This is an optimization exercise on Yosys and OpenROAD, whose aim is small area, a short achievable clock period and few clock cycles per item, not a production implementation.
Where RTL was checked, it was by simulation tests only, not by an equivalence proof against the original.
Power is estimated from default activity; no workload was simulated.

run a:
==> flow/design.v (excerpt) <==
module comlynx_arbiter (
    input  wire        clk,
    input  wire        rst,         
    input  wire        cmd_valid,
    output reg         cmd_ready,
    input  wire [31:0] cmd_data,
    input  wire        cmd_last,
    output reg         rsp_valid,
    input  wire        rsp_ready,
    output wire [15:0] rsp_data
);
==> flow/config.mk <==
export PLATFORM = sky130hd
export DESIGN_NAME = comlynx_arbiter
export DESIGN_NICKNAME = comlynx_arbiter
export VERILOG_FILES = /design/flow/design.v
export SDC_FILE = /design/flow/constraint.sdc
export NUM_CORES = 4
export LEC_CHECK = 0
export CAP_MARGIN = 20
export CORE_MARGIN = 2
export CORE_UTILIZATION = 40
export CTS_BUF_LIST = sky130_fd_sc_hd__clkbuf_8
export SLEW_MARGIN = 20
==> flow/constraint.sdc <==
create_clock -name core_clock -period 10.0 [get_ports {clk}]
set_input_delay 2.0000 -clock core_clock [delete_from_list [all_inputs] [get_ports {clk}]]
set_output_delay 2.0000 -clock core_clock [all_outputs]
set_load 0.01 [all_outputs]
standard.sh (not shown) runs the stock make flow with config.mk's settings and CLKGATE_MAP_FILE= SYNTH_SCRIPT=/design/flow/synth_recipe.tcl, a recipe that flattens the netlist after the stock synthesis.
==> flow/flow/run.sh <==
#!/bin/bash
set -euo pipefail
bash standard.sh SETUP_SLACK_MARGIN=6.5 finish > flow_make.log 2>&1
Inputs modified between run a and run b:
--- a/flow/design.v
+++ b/flow/design.v
@@ -98,19 +98,19 @@
                  (dc == C_IRQ) | (dc == C_SERCTL);
     reg        fx;            
     wire [4:0] k  = a_k;
     wire [5:0] p  = a_p;
     wire [4:0] p5 = p[4:0];
     wire [5:0] p1 = p + 6'd1;
     wire [4:0] t5 = tail[4:0];
     wire [4:0] h5 = head[4:0];
     wire has_next = (p != tail);
-    reg  full;                             
+    wire full     = (tail[5] != head[5]) & (t5 == h5);
     wire tx_ready = ~full;
     wire [7:0] pay = b_pay[p5];
     wire       xp  = b_xp[p5];
     wire       pp  = b_pp[p5];
     wire       recheck = cfg_enabled ? (cfg_even ? pp : ~pp) : cfg_even;
     wire       mism    = has_next & (recheck ^ xp);
     wire       new_xp  = cfg_enabled ? (cfg_even ? a_dp : ~a_dp) : cfg_even;
     reg [31:0] se_k, se_r, ge_h, lt_t;
     always @(*) begin
@@ -196,20 +196,18 @@
                 acc <= acc_sub;
             end
         end
     end
     wire do_send = exec & c_send & tx_ready;
     wire do_recv = exec & c_recv;
     wire step    = do_recv | fx;                           
     wire snd_adv = do_send & (p == tail);                  
     wire ev1     = step & (p == head) & only_k;
-    wire [5:0] head_n = head + {5'd0, ev_bg | ev1};
-    wire [5:0] tail_n = tail + {5'd0, do_send};
     wire e_ie      = exec & (a_c == C_SETIE);
     wire e_brk_all = exec & (a_c == C_BRK);
     wire e_brk_clr = exec & (a_c == C_RXBRK);
     wire e_err_clr = exec & (a_c == C_RSTERR);
     wire e_ovr_set = exec & c_send & ~tx_ready;
     wire e_par_set = exec & mism & ((a_c == C_RXRDY) | (a_c == C_SERCTL) |
                                     ((a_c == C_IRQ) & rxie_k));
     wire fx_n    = step & own_next;
     always @(posedge clk) begin
@@ -220,31 +218,31 @@
             fault          <= 3'd0;
             held           <= 1'b0;
             n_ovr  <= {NN{1'b0}};
             n_par  <= {NN{1'b0}};
             n_brk  <= {NN{1'b0}};
             n_rxie <= {NN{1'b0}};
             n_txie <= {NN{1'b0}};
             head   <= 6'd0;
             tail   <= 6'd0;
-            full   <= 1'b0;
             fx     <= 1'b0;
             evp    <= 1'b0;
             for (i = 0; i < NN; i = i + 1)
                 rp[i] <= 6'd0;
         end else begin
             if (first & ~held & nf_any) begin
                 fault <= nf;
                 held  <= 1'b1;
             end
-            head <= head_n;
-            full <= (tail_n[5] != head_n[5]) & (tail_n[4:0] == head_n[4:0]);
-            tail <= tail_n;
+            if (ev_bg | ev1)
+                head <= head + 6'd1;
+            if (do_send)
+                tail <= tail + 6'd1;
             fx  <= fx_n;
             evp <= ev_bg | ev1;
             for (i = 0; i < NN; i = i + 1)
                 if (kdec[i] & rp_we)
                     rp[i] <= rp_wv;
             if (exec) begin
                 case (a_c)
                     C_CONF: begin
                         cfg_configured <= 1'b1;
Results
Run a -> run b: non-clock buffer count decreased by more than a quarter. Sum of routed wire length over all layers is lower on run b. Looking at switching power of the nets across run b and run a, the one that comes out higher is run a. Compared with run a, run b has extra setup slack. The count of inserted antenna diode cells number comes out lower for run a vs run b. Taking run a as the reference, in run b synthesized area fell by 0.87%; complex-gate fraction of the synthesized area has increased; first-iteration DRC count shrank by about 10%; final weighted congestion of routability-driven global placement now smaller.
Testbench counts of run b, summed over its fixed seeds: cycles 12,829, cmds 12,000.
The RTL of run a was laid out without a check of its function.

==> separate check: timing with driven ports <==
The results above use ideal ports. As a check the final layouts listed here were re-extracted and re-timed, cells and wires unchanged.
Step 1 (the two cells are an assumption about what drives the block):
set clk [get_ports {clk}]
set_driving_cell -lib_cell sky130_fd_sc_hd__clkbuf_16 $clk
set_driving_cell -lib_cell sky130_fd_sc_hd__buf_2 [delete_from_list [all_inputs] $clk]
Step 2 adds t to the input delays and takes it off the output delays; t is the mean of the earliest and latest rising clock arrival at the registers after step 1. Input paths then give back, and output paths get back, about the clock's delay inside the block.
Slacks: ideal / step 1 / step 2; pairs: ideal / step 1.
run | t (ns) | setup slack, ns | worst setup path after step 2 | slew at the worst register clock pin (ns) | worst data-port slew with drivers (ns)
run a | 0.919 | 6.353 / 6.353 / 5.581 | input to register | 0.07 / 0.07 | 0.04
run b | 0.931 | 6.433 / 6.464 / 5.533 | input to register | 0.07 / 0.07 | 0.14
After both steps setup and hold are still met in every run listed. The setup slack of run b, which loses most, moves by +0.031 ns with the drivers and by -0.900 ns with both steps.
